From an optimization exercise on the open Yosys and OpenROAD flow, aimed at small area, a short achievable clock period and few clock cycles per item; shortcuts taken in it are not production practice.
Function was checked by simulation only, so behaviour that the tests miss may differ from the original.

==> flow/design.v <==
module wt_add (
  input  [2:0]        qe,
  input  [22:0]       qf,
  input               qz,
  input  [23:0]       pm,
  input               pg,
  input               ps,
  input  signed [9:0] pe,
  input               sub,
  input               neg,
  output [31:0]       y
);
  wire signed [9:0] ea = qz ? ((pe < 10'sd1) ? 10'sd1 : pe) : $signed({7'd15, qe});
  wire signed [9:0] dd = ea - pe;
  wire [23:0] ma = {!qz, qf};
  wire [26:0] px = {pm, pg, ps, 1'b0};
  reg  [26:0] pal;
  always @* begin
    if (dd > 10'sd26) begin
      pal = {26'd0, |px};
    end else begin
      pal = px >> dd[4:0];
      pal[0] = pal[0] | (|(px & ~({27{1'b1}} << dd[4:0])));
    end
  end
  wire [27:0] sum = sub ? ({1'b0, ma, 3'b000} - {1'b0, pal})
                        : ({1'b0, ma, 3'b000} + {1'b0, pal});
  wire [26:0] v  = sum[27] ? {sum[27:2], sum[1] | sum[0]} : sum[26:0];
  wire [7:0]  e1 = sum[27] ? ea[7:0] + 8'd1 : ea[7:0];
  integer i;
  reg [4:0] lz;
  always @* begin
    lz = 5'd0;
    for (i = 0; i < 27; i = i + 1)
      if (v[i]) lz = 5'd26 - i;
  end
  wire [4:0]  k  = sub ? lz : 5'd0;
  wire [26:0] v2 = v << k;
  wire [7:0]  e2 = e1 - {3'd0, k};
  wire [23:0] m  = v2[26:3];
  wire        gb = v2[2];
  wire        rs = v2[1] | v2[0];
  wire        up = gb & (rs | m[0]);
  wire [24:0] mr = {1'b0, m} + {24'd0, up};
  wire [7:0]  e_out = mr[24] ? e2 + 8'd1 : (mr[23] ? e2 : 8'd0);
  wire [22:0] m_out = mr[24] ? mr[23:1] : mr[22:0];
  wire        zero  = (v == 27'd0);
  assign y = zero ? 32'd0 : {neg, e_out, m_out};
endmodule
module wt_prod (
  input  [19:0]       df,
  input  [2:0]        de,
  input  [23:0]       g,
  input  signed [9:0] ef,
  output [23:0]       m,
  output              gb,
  output              sb,
  output signed [9:0] e0      
);
  wire [44:0] p = {1'b1, df} * g;
  assign m  = p[44] ? p[44:21] : p[43:20];
  assign gb = p[44] ? p[20] : p[19];
  assign sb = p[44] ? (|p[19:0]) : (|p[18:0]);
  assign e0 = $signed({7'd0, de}) + ef - (p[44] ? 10'sd4 : 10'sd5);
endmodule
module wt_pround (
  input  [23:0]       m,
  input               gb,
  input               sb,
  input  signed [9:0] e0,
  input               nr,
  output [23:0]       pm,
  output              pg,
  output              ps,
  output signed [9:0] pe
);
  wire        up = !nr & gb & (sb | m[0]);
  wire [24:0] mr = {1'b0, m} + {24'd0, up};
  assign pm = mr[24] ? 24'h800000 : mr[23:0];
  assign pe = mr[24] ? e0 + 10'sd1 : e0;
  assign pg = nr & gb;
  assign ps = nr & sb;
endmodule
module wt_front (
  input      [1:0]  op,
  input      [31:0] a,
  input      [31:0] b,
  output reg [1:0]  fault,
  output reg [8:0]  j,
  output reg [23:0] n,
  output reg [7:0]  bf
);
  wire        is_pm = (op == 2'd2);
  wire [31:0] x     = is_pm ? b : a;
  wire [7:0]  xe    = x[30:23];
  wire [7:0]  eeff  = (xe == 8'd0) ? 8'd1 : xe;
  wire [23:0] msig  = {xe != 8'd0, x[22:0]};
  wire [8:0]  sr    = 9'd150 - {1'b0, eeff};
  wire        sr_neg = sr[8];                  
  wire        sr_big = !sr[8] && (sr[7:0] > 8'd55);
  wire [55:0] zs    = {msig, 32'b0} >> sr[5:0];
  wire [32:0] v     = (sr_neg || sr_big) ? 33'd0 : zs[32:0];
  wire [8:0]  nl    = sr - 9'd32;
  wire [23:0] lmask = (sr_neg || sr[8:0] <= 9'd32) ? 24'd0 :
                      (nl >= 9'd24) ? 24'hffffff : ~(24'hffffff << nl[4:0]);
  wire        lost  = |(msig & lmask);
  wire        tiny  = (eeff <= 8'd117);       
  wire [23:0] st    = v[31:8];
  wire        sg    = v[7];
  wire        ss    = (|v[6:0]) | lost;
  wire        sround = sg & (ss | st[0]);
  wire [23:0] w     = ~st + {23'd0, ~sround};
  wire        pm_neg = b[31];
  wire        pg    = pm_neg ? v[12] : v[13];
  wire        ps    = (pm_neg ? (|v[11:0]) : (|v[12:0])) | lost;
  wire        plsb  = pm_neg ? v[13] : v[14];
  wire        pround = pg & (ps | plsb);
  wire [18:0] padd  = pm_neg ? ~v[31:13] : {v[31:14], pround};
  wire        pcin  = pm_neg ? ~pround : pround;
  wire [18:0] ph    = a[31:13] + padd + {18'd0, pcin};
  wire a_nonfinite = &a[30:23];
  wire b_nonfinite = &b[30:23];
  wire a_neg       = a[31] && (a[30:0] != 31'd0);
  wire nw_bad      = a_neg || (a[30:0] >= 31'h3fa00000);
  wire pm_bad      = (b[31] && (b[30:0] > 31'h42000000)) || (!b[31] && (b[30:0] >= 31'h41ffffff));
  always @* begin
    fault = 2'd0;
    j = v[31:23];
    n = {v[22:0], 1'b0};
    bf = 8'd117;
    case (op)
      2'd0, 2'd1: begin
        if (op == 2'd0 && a_neg) begin
          j = w[23:15];
          n = {w[14:0], 9'd0};
        end else if (tiny) begin
          j = 9'd0;
          n = msig;
          bf = eeff;
        end
        if (a_nonfinite) fault = 2'd1;
        else if (op == 2'd1 && nw_bad) fault = 2'd2;
      end
      2'd2: begin
        j = ph[18:10];
        n = {ph[9:0], a[12:0], 1'b0};
        if (b_nonfinite) fault = 2'd1;
        else if (pm_bad) fault = 2'd2;
      end
      default: begin
        j = a[31:23];
        n = 24'd0;
      end
    endcase
  end
endmodule
module wt_norm (
  input  [23:0]       n,
  input  [7:0]        bf,
  output [23:0]       g,
  output signed [9:0] ef
);
  integer i;
  reg [4:0] lz;
  always @* begin
    lz = 5'd0;
    for (i = 0; i < 24; i = i + 1)
      if (n[i]) lz = 5'd23 - i;
  end
  assign g  = n << lz;
  assign ef = $signed({2'b00, bf}) - $signed({5'd0, lz});
endmodule
module wt_sine (
  input             clk,
  input             rst,
  input             in_valid,
  output            in_ready,
  input      [1:0]  in_op,
  input      [31:0] in_a,
  input      [31:0] in_b,
  output reg        out_valid,
  input             out_ready,
  output reg [31:0] out_data,
  output reg [1:0]  out_fault
);
  reg        v1;
  reg [1:0]  op1;
  reg [31:0] a1, b1;
  reg        v2;
  reg [1:0]  f2;
  reg [8:0]  j2;
  reg [23:0] m2;
  reg        gb2, sb2;
  reg signed [9:0] e02;
  reg        sk_valid;
  reg [31:0] sk_data;
  reg [1:0]  sk_fault;
  reg        rdy;
  wire adv = !sk_valid;
  assign in_ready = rdy;
  wire [1:0]  f1;
  wire [8:0]  j1;
  wire [23:0] n1;
  wire [7:0]  bf1;
  wt_front u_front (.op(op1), .a(a1), .b(b1), .fault(f1), .j(j1), .n(n1), .bf(bf1));
  wire [23:0]       g1;
  wire signed [9:0] ef1;
  wt_norm u_norm (.n(n1), .bf(bf1), .g(g1), .ef(ef1));
  wire        odd1 = j1[7];
  wire [6:0]  m1i  = odd1 ? ~j1[6:0] : j1[6:0];
  wire [22:0] dv;
  wt_drom u_drom (.m(m1i), .d(dv));
  wire [23:0]       mm1;
  wire              gb1, sb1;
  wire signed [9:0] e01;
  wt_prod u_prod (.df(dv[19:0]), .de(dv[22:20]), .g(g1), .ef(ef1), .m(mm1), .gb(gb1), .sb(sb1), .e0(e01));
  wire        odd = j2[7];
  wire        neg = j2[8];
  wire [6:0]  m   = odd ? ~j2[6:0] : j2[6:0];
  wire [7:0]  k   = {1'b0, m} + {7'd0, odd};
  wire        qz  = (k == 8'd0);
  wire [25:0] qv;
  wt_qrom u_qrom (.k(k), .q(qv));
  wire [23:0]       pm;
  wire              pg, ps;
  wire signed [9:0] pe;
  wt_pround u_pround (.m(m2), .gb(gb2), .sb(sb2), .e0(e02), .nr(qz),
                      .pm(pm), .pg(pg), .ps(ps), .pe(pe));
  wire [31:0] r;
  wt_add u_add (.qe(qv[25:23]), .qf(qv[22:0]), .qz(qz), .pm(pm), .pg(pg), .ps(ps), .pe(pe),
                .sub(odd), .neg(neg), .y(r));
  wire [31:0] r2 = (f2 == 2'd0) ? r : 32'd0;
  wire take = out_valid && out_ready;
  wire hfree = !out_valid || out_ready;
  wire push = adv && v2;
  always @(posedge clk) begin
    if (adv) begin
      op1 <= in_op;
      a1 <= in_a;
      b1 <= in_b;
      f2 <= f1;
      j2 <= j1;
      m2 <= mm1;
      gb2 <= gb1;
      sb2 <= sb1;
      e02 <= e01;
      sk_data <= r2;
      sk_fault <= f2;
    end
    if (hfree) begin
      out_data <= sk_valid ? sk_data : r2;
      out_fault <= sk_valid ? sk_fault : f2;
    end
  end
  always @(posedge clk) begin
    if (rst) begin
      v1 <= 1'b0;
      v2 <= 1'b0;
      out_valid <= 1'b0;
      sk_valid <= 1'b0;
      rdy <= 1'b1;
    end else begin
      if (adv) begin
        v1 <= in_valid;
        v2 <= v1;
      end
      if (hfree)
        out_valid <= sk_valid || push;
      if (sk_valid) begin
        sk_valid <= !take;
        rdy <= take;
      end else begin
        sk_valid <= !hfree && push;
        rdy <= !(!hfree && push);
      end
    end
  end
endmodule
module wt_qrom (input [7:0] k, output reg [25:0] q);
  always @* begin
    case (k)
      8'd1: q = 26'h0490e90;
      8'd2: q = 26'h0c90ab0;
      8'd3: q = 26'h116c32c;
      8'd4: q = 26'h148fb30;
      8'd5: q = 26'h17b2b74;
      8'd6: q = 26'h196a905;
      8'd7: q = 26'h1afb680;
      8'd8: q = 26'h1c8bd36;
      8'd9: q = 26'h1e1bc2e;
      8'd10: q = 26'h1fab273;
      8'd11: q = 26'h209cf86;
      8'd12: q = 26'h2164083;
      8'd13: q = 26'h222abb6;
      8'd14: q = 26'h22f10a2;
      8'd15: q = 26'h23b6ecf;
      8'd16: q = 26'h247c5c2;
      8'd17: q = 26'h2541501;
      8'd18: q = 26'h2605c13;
      8'd19: q = 26'h26c9a7f;
      8'd20: q = 26'h278cfcc;
      8'd21: q = 26'h2827dc0;
      8'd22: q = 26'h2888e93;
      8'd23: q = 26'h28e9a22;
      8'd24: q = 26'h294a031;
      8'd25: q = 26'h29aa086;
      8'd26: q = 26'h2a09ae5;
      8'd27: q = 26'h2a68f12;
      8'd28: q = 26'h2ac7cd4;
      8'd29: q = 26'h2b263ef;
      8'd30: q = 26'h2b8442a;
      8'd31: q = 26'h2be1d4a;
      8'd32: q = 26'h2c3ef15;
      8'd33: q = 26'h2c9b953;
      8'd34: q = 26'h2cf7bca;
      8'd35: q = 26'h2d53641;
      8'd36: q = 26'h2dae880;
      8'd37: q = 26'h2e0924f;
      8'd38: q = 26'h2e63375;
      8'd39: q = 26'h2ebcbbb;
      8'd40: q = 26'h2f15aea;
      8'd41: q = 26'h2f6e0cb;
      8'd42: q = 26'h2fc5d27;
      8'd43: q = 26'h300e7e4;
      8'd44: q = 26'h3039c3d;
      8'd45: q = 26'h3064b82;
      8'd46: q = 26'h308f59b;
      8'd47: q = 26'h30b9a6b;
      8'd48: q = 26'h30e39da;
      8'd49: q = 26'h310d3cd;
      8'd50: q = 26'h313682a;
      8'd51: q = 26'h315f6d9;
      8'd52: q = 26'h3187fc0;
      8'd53: q = 26'h31b02c6;
      8'd54: q = 26'h31d7fd1;
      8'd55: q = 26'h31ff6cb;
      8'd56: q = 26'h3226799;
      8'd57: q = 26'h324d225;
      8'd58: q = 26'h3273656;
      8'd59: q = 26'h3299415;
      8'd60: q = 26'h32beb4a;
      8'd61: q = 26'h32e3bde;
      8'd62: q = 26'h33085bb;
      8'd63: q = 26'h332c8c9;
      8'd64: q = 26'h33504f3;
      8'd65: q = 26'h3373a23;
      8'd66: q = 26'h3396842;
      8'd67: q = 26'h33b8f3b;
      8'd68: q = 26'h33daef9;
      8'd69: q = 26'h33fc767;
      8'd70: q = 26'h341d870;
      8'd71: q = 26'h343e200;
      8'd72: q = 26'h345e403;
      8'd73: q = 26'h347de65;
      8'd74: q = 26'h349d112;
      8'd75: q = 26'h34bbbf8;
      8'd76: q = 26'h34d9f02;
      8'd77: q = 26'h34f7a1f;
      8'd78: q = 26'h3514d3d;
      8'd79: q = 26'h3531849;
      8'd80: q = 26'h354db31;
      8'd81: q = 26'h35695e5;
      8'd82: q = 26'h3584853;
      8'd83: q = 26'h359f26a;
      8'd84: q = 26'h35b941a;
      8'd85: q = 26'h35d2d53;
      8'd86: q = 26'h35ebe05;
      8'd87: q = 26'h3604621;
      8'd88: q = 26'h361c598;
      8'd89: q = 26'h3633c5a;
      8'd90: q = 26'h364aa59;
      8'd91: q = 26'h3660f88;
      8'd92: q = 26'h3676bd8;
      8'd93: q = 26'h368bf3c;
      8'd94: q = 26'h36a09a7;
      8'd95: q = 26'h36b4b0c;
      8'd96: q = 26'h36c835e;
      8'd97: q = 26'h36db293;
      8'd98: q = 26'h36ed89e;
      8'd99: q = 26'h36ff573;
      8'd100: q = 26'h3710908;
      8'd101: q = 26'h3721352;
      8'd102: q = 26'h3731447;
      8'd103: q = 26'h3740bdd;
      8'd104: q = 26'h374fa0b;
      8'd105: q = 26'h375dec6;
      8'd106: q = 26'h376ba07;
      8'd107: q = 26'h3778bc5;
      8'd108: q = 26'h37853f8;
      8'd109: q = 26'h3791298;
      8'd110: q = 26'h379c79d;
      8'd111: q = 26'h37a7302;
      8'd112: q = 26'h37b14be;
      8'd113: q = 26'h37baccd;
      8'd114: q = 26'h37c3b28;
      8'd115: q = 26'h37cbfc9;
      8'd116: q = 26'h37d3aac;
      8'd117: q = 26'h37dabcc;
      8'd118: q = 26'h37e1324;
      8'd119: q = 26'h37e70b0;
      8'd120: q = 26'h37ec46d;
      8'd121: q = 26'h37f0e58;
      8'd122: q = 26'h37f4e6d;
      8'd123: q = 26'h37f84ab;
      8'd124: q = 26'h37fb10f;
      8'd125: q = 26'h37fd397;
      8'd126: q = 26'h37fec43;
      8'd127: q = 26'h37ffb11;
      8'd128: q = 26'h3800000;
      default: q = 26'h0;
    endcase
  end
endmodule
module wt_drom (input [6:0] m, output reg [22:0] d);
  always @* begin
    case (m)
      7'd0: d = 23'h7921d2;
      7'd1: d = 23'h7920da;
      7'd2: d = 23'h791eea;
      7'd3: d = 23'h791c02;
      7'd4: d = 23'h791822;
      7'd5: d = 23'h79134b;
      7'd6: d = 23'h790d7b;
      7'd7: d = 23'h7906b6;
      7'd8: d = 23'h78fef8;
      7'd9: d = 23'h78f645;
      7'd10: d = 23'h78ec99;
      7'd11: d = 23'h78e1fa;
      7'd12: d = 23'h78d666;
      7'd13: d = 23'h78c9d8;
      7'd14: d = 23'h78bc5a;
      7'd15: d = 23'h78ade6;
      7'd16: d = 23'h789e7e;
      7'd17: d = 23'h788e24;
      7'd18: d = 23'h787cd8;
      7'd19: d = 23'h786a9a;
      7'd20: d = 23'h785768;
      7'd21: d = 23'h78434c;
      7'd22: d = 23'h782e3c;
      7'd23: d = 23'h78183c;
      7'd24: d = 23'h780154;
      7'd25: d = 23'h77e97c;
      7'd26: d = 23'h77d0b4;
      7'd27: d = 23'h77b708;
      7'd28: d = 23'h779c6c;
      7'd29: d = 23'h7780ec;
      7'd30: d = 23'h776480;
      7'd31: d = 23'h77472c;
      7'd32: d = 23'h7728f8;
      7'd33: d = 23'h7709dc;
      7'd34: d = 23'h76e9dc;
      7'd35: d = 23'h76c8fc;
      7'd36: d = 23'h76a73c;
      7'd37: d = 23'h768498;
      7'd38: d = 23'h766118;
      7'd39: d = 23'h763cbc;
      7'd40: d = 23'h761784;
      7'd41: d = 23'h75f170;
      7'd42: d = 23'h75ca84;
      7'd43: d = 23'h75a2c8;
      7'd44: d = 23'h757a28;
      7'd45: d = 23'h7550c8;
      7'd46: d = 23'h752680;
      7'd47: d = 23'h74fb78;
      7'd48: d = 23'h74cf98;
      7'd49: d = 23'h74a2e8;
      7'd50: d = 23'h747578;
      7'd51: d = 23'h744738;
      7'd52: d = 23'h741830;
      7'd53: d = 23'h73e858;
      7'd54: d = 23'h73b7d0;
      7'd55: d = 23'h738670;
      7'd56: d = 23'h735460;
      7'd57: d = 23'h732188;
      7'd58: d = 23'h72edf8;
      7'd59: d = 23'h72b9a8;
      7'd60: d = 23'h7284a0;
      7'd61: d = 23'h724ee8;
      7'd62: d = 23'h721870;
      7'd63: d = 23'h71e150;
      7'd64: d = 23'h71a980;
      7'd65: d = 23'h7170f8;
      7'd66: d = 23'h7137c8;
      7'd67: d = 23'h70fdf0;
      7'd68: d = 23'h70c370;
      7'd69: d = 23'h708848;
      7'd70: d = 23'h704c80;
      7'd71: d = 23'h701018;
      7'd72: d = 23'h6fa620;
      7'd73: d = 23'h6f2ad0;
      7'd74: d = 23'h6eae60;
      7'd75: d = 23'h6e30a0;
      7'd76: d = 23'h6db1d0;
      7'd77: d = 23'h6d31e0;
      7'd78: d = 23'h6cb0c0;
      7'd79: d = 23'h6c2e80;
      7'd80: d = 23'h6bab40;
      7'd81: d = 23'h6b26e0;
      7'd82: d = 23'h6aa170;
      7'd83: d = 23'h6a1b00;
      7'd84: d = 23'h699390;
      7'd85: d = 23'h690b20;
      7'd86: d = 23'h6881c0;
      7'd87: d = 23'h67f770;
      7'd88: d = 23'h676c20;
      7'd89: d = 23'h66dff0;
      7'd90: d = 23'h6652f0;
      7'd91: d = 23'h65c500;
      7'd92: d = 23'h653640;
      7'd93: d = 23'h64a6b0;
      7'd94: d = 23'h641650;
      7'd95: d = 23'h638520;
      7'd96: d = 23'h62f350;
      7'd97: d = 23'h6260b0;
      7'd98: d = 23'h61cd50;
      7'd99: d = 23'h613950;
      7'd100: d = 23'h60a4a0;
      7'd101: d = 23'h600f50;
      7'd102: d = 23'h5ef2c0;
      7'd103: d = 23'h5dc5c0;
      7'd104: d = 23'h5c9760;
      7'd105: d = 23'h5b6820;
      7'd106: d = 23'h5a37c0;
      7'd107: d = 23'h590660;
      7'd108: d = 23'h57d400;
      7'd109: d = 23'h56a0a0;
      7'd110: d = 23'h556ca0;
      7'd111: d = 23'h543780;
      7'd112: d = 23'h5301e0;
      7'd113: d = 23'h51cb60;
      7'd114: d = 23'h509420;
      7'd115: d = 23'h4eb8c0;
      7'd116: d = 23'h4c4800;
      7'd117: d = 23'h49d600;
      7'd118: d = 23'h476300;
      7'd119: d = 23'h44ef40;
      7'd120: d = 23'h427ac0;
      7'd121: d = 23'h400540;
      7'd122: d = 23'h3b1f00;
      7'd123: d = 23'h363200;
      7'd124: d = 23'h314400;
      7'd125: d = 23'h28ac00;
      7'd126: d = 23'h1d9c00;
      7'd127: d = 23'h03bc00;
    endcase
  end
endmodule
==> flow/run.sh <==
#!/bin/bash
# synth_recipe.tcl (not shown) runs the flow's synth.tcl, then flattens the netlist and writes it again
# the make line also repeats each setting of config.mk as NAME=value (left out here)
make -C /OpenROAD-flow-scripts/flow DESIGN_CONFIG=/design/flow/config.mk WORK_HOME=/design/flow/orfs CLKGATE_MAP_FILE= SYNTH_SCRIPT=/design/flow/synth_recipe.tcl finish
==> flow/config.mk <==
export PLATFORM = sky130hd
export DESIGN_NAME = wt_sine
export DESIGN_NICKNAME = wt_sine
export VERILOG_FILES = /design/flow/design.v
export SDC_FILE = /design/flow/constraint.sdc
export NUM_CORES = 4
export LEC_CHECK = 0
export CAP_MARGIN = 20
export CORE_MARGIN = 2
export CORE_UTILIZATION = 25
export PLACE_DENSITY = 0.35
export SLEW_MARGIN = 20
export SYNTH_MEMORY_MAX_BITS = 65536
==> flow/constraint.sdc <==
create_clock -name core_clock -period 100.0 [get_ports {clk}]
set_input_delay 20.0000 -clock core_clock [delete_from_list [all_inputs] [get_ports {clk}]]
set_output_delay 20.0000 -clock core_clock [all_outputs]
set_load 0.01 [all_outputs]
==> results.txt <==
-- stage by stage --
step | cell area, sq um | setup WS, ps
after CTS | 51900 | 75670
after detailed placement | 51300 | 75870
final | 51900 | 75470
after global placement | 51300 | 75810
after global routing | 51900 | 73760
after floorplan | 47200 | 78720
-- synth_stat cells (all sizes together) (17+ instances only) --
cell type	n	area [sq um]
nor4	56	405
dfxtp	39	781
nand4	67	438
ha	304	3800
o221ai	23	201
a31oi	65	413
o31ai	43	342
a21boi	18	139
a21o	44	330
mux4	26	586
a311oi	33	302
and2	65	409
nor2b	35	219
a2111oi	26	290
o211ai	94	716
mux2i	159	1610
fa	422	8450
o21ai	337	1700
nor2	582	2190
nor3	171	866
edfxtp	147	4410
o21bai	34	255
or3	27	174
o21a	47	353
nand2	782	2940
a21oi	379	1900
clkbuf	317	1190
o311ai	53	482
mux2	62	698
inv	651	2440
a211oi	90	686
nand2b	53	339
o22ai	66	413
or2	45	282
and3	41	257
xor2	66	578
o32ai	17	149
nand3	168	883
xnor2	139	1220
buf	91	470
or4	19	150
a221oi	33	307
o31a	17	149
-- cell families after synthesis --
group           count (synthesis)  synth area share, %
other cells                     2               0.0159
fa+ha+maj                     728                 26.0
simple gates                 2170                 21.3
compound gates               1602                 23.0
buf+inv                      1065                 8.75
xor+xnor                      205                 3.80
mux                           247                 6.13
flops                         186                 11.0
-- registers in the layout, summed over array words and instances (netlist names) --
name	flops
a1	32
b1	32
out_data	32
sk_data	32
m2	24
e02	10
j2	9
f2	2
op1	2
out_fault	2
sk_fault	2
gb2	1
out_valid	1
rdy	1
sb2	1
sk_valid	1
v1	1
v2	1
-- per-layer routing --
metal  vias to the layer above  share of wire, %  global-route usage, %
li1                      21600                 -                      -
met1                     23500                46                   30.4
met2                      1463                47                   37.0
met3                       248               4.6                   2.50
met4                         0               2.5                   5.62
met5                         -                 0                      0
-- cell type report --
class	count	area (sq um)
inverter	657	2470
sequential	186	5200
tap	2495	3120
antenna	3	7.51
clock buffer	19	454
clock inverter	13	185
timing repair buffer	263	2240
fill	20700	136000
multi-input combinational	4959	38300
-- worst max path at each step --
stage | from | depth (start not counted) | slack, ps | endpoint
6_report | op1[0] | 93 | 75470 | e02[8]
4_1_cts | op1[0] | 92 | 75670 | e02[8]
2_1_floorplan | out_ready | 1 | 78720 | out_data[0]
3_5_place_dp | op1[0] | 92 | 75870 | e02[8]
5_1_grt | op1[0] | 92 | 73760 | e02[8]
3_3_place_gp | op1[0] | 99 | 75810 | e02[8]
-- worst reg2reg max path: cells and delay by family, from the launching register on --
family	cells	cell delay (ps)
fa+ha+maj	13	5330
compound gates	44	10150
buf+inv	13	3320
simple gates	17	3980
mux	2	700
xor+xnor	4	460
flops	1	340
==> out/results.ini <==
[outcome]
status=timing/DRC/antenna clean

[critical_path]
timing.rr.end=e02[8]
crit_top_cell=a21oi_1
crit_buf_inv=13
cp_slowest_cell=ha_1
reg2reg_from=op1[0]
critPathTopFamily=compound AO/OA/AOI/OAI gates
crit_path_start_kind=register
worst_ep_arrival_time_ps=24800
cp.required_ps=100270
slowest_delay_ps=890
r2r_cells=93
critical_path_class=reg -> reg
r2r_slack_ps=75470
end_kind=register
crit_fanout=28

[cells_and_area]
mostFrequentLayoutCells=779 x nand2_1, 641 x inv_1, 579 x nor2_1
layout_commonest_cell=nand2_1
area_growth_pct=10.1
layout-drive-gt1-share_pct=7.40
fin_nets=6880
fin_util_pct=27.7
fin_cells=8595

[synth]
synth-seq-cells=186
synth_area_per_cell_sq_um=7.61
syn_area_sq_um=47200
yosys_warnings=6
seq_area_frac_synth_pct=11.0
postSynthCellCount=6205
async_reset_ff_share_pct=0
yosysUniqueCellTypes=130
synth_flop_cell=edfxtp_1
synth_edf_count=147

[cts]
htreeDepth=4
path_clk_slew_ps=90
cts.sinks=186
ctsResizeCount=0
cts_setup_buffers=0
cts_buffers=17
cts_buffer_depth=2
cts_tree=yes
hold_buffers=0
clkLatencyLatePin_ps=540
cts_root_buffer=clkbuf_16

[hold_path]
hold_path.class=reg -> reg
min_path_cells=2
hold_end=sk_data[5]
worstHoldStart=sk_data[5]

[floorplanning]
core-area_sq_um=188000
start_util_pct=25.2
die_h_um=438
pin_count=106
rows=159
die_w_um=438
die-area_sq_um=192000

[sta]
setup_viol=0
worst_slew_pin_slew_ps=1150
rsz0062_at_grt=false
fin_setup_tns_ps=0
fin_skew_ps=34.9
clock.fmax_mhz=40.8
relSlewSlack_pct=23.4
period_needed_ps=24530
final_hold_viol_count=0
maxSlewViolCount=0
finalCritPeriodShare_pct=24.5
holdWs_ps=472

[grt]
grt_max_degree=71
grt_pass1_vias=46900
grt_pass1_wl_um=324000
grt_antenna_before_repair=3
grt_overflow_total=0
grtUsageTotal_pct=22.2

[routing]
drc=0
viasPerCell=5.45
dr.pass1.iters=6
dr.first_iter.drc_count=4288
ant_nets=0
drt-total-wl_um=216000
wire_per_inst_um=25.2
vias=46800

[placement]
gp_congestion=0.919
dp_hpwl_um=167000
place_inst=8559
io_buffer_count=105

[flow_run]
maxCapViolCount=0

Testbench counts, summed over its fixed seeds: cycles 32,024, items 32,000.

==> what the ideal ports hide <==
The results above use ideal ports. As a check the final layout listed here was re-extracted and re-timed, cells and wires unchanged. Step 1 assumes that a clkbuf_16 drives the clock port and a buf_2 every other input. Step 2 moves the port delays by t, midway between the first and last clock arrival at a register: inputs arrive t later, outputs are due t later. That takes back most of the time a late clock gives input paths. a / b / c = ideal / step 1 / step 2; a / b = the first two.
t, ns: 0.613
slack for setup (ns): 75.473 / 75.473 / 75.473
worst register clock-pin slew, ns: 0.11 / 0.11
worst data-port slew with drivers (ns): 0.04
pins driven straight from the clock port: 1
After both steps this run still meets setup and hold. For this run, drivers alone change the setup slack by 0.000 ns; drivers and shift together by 0.000 ns.
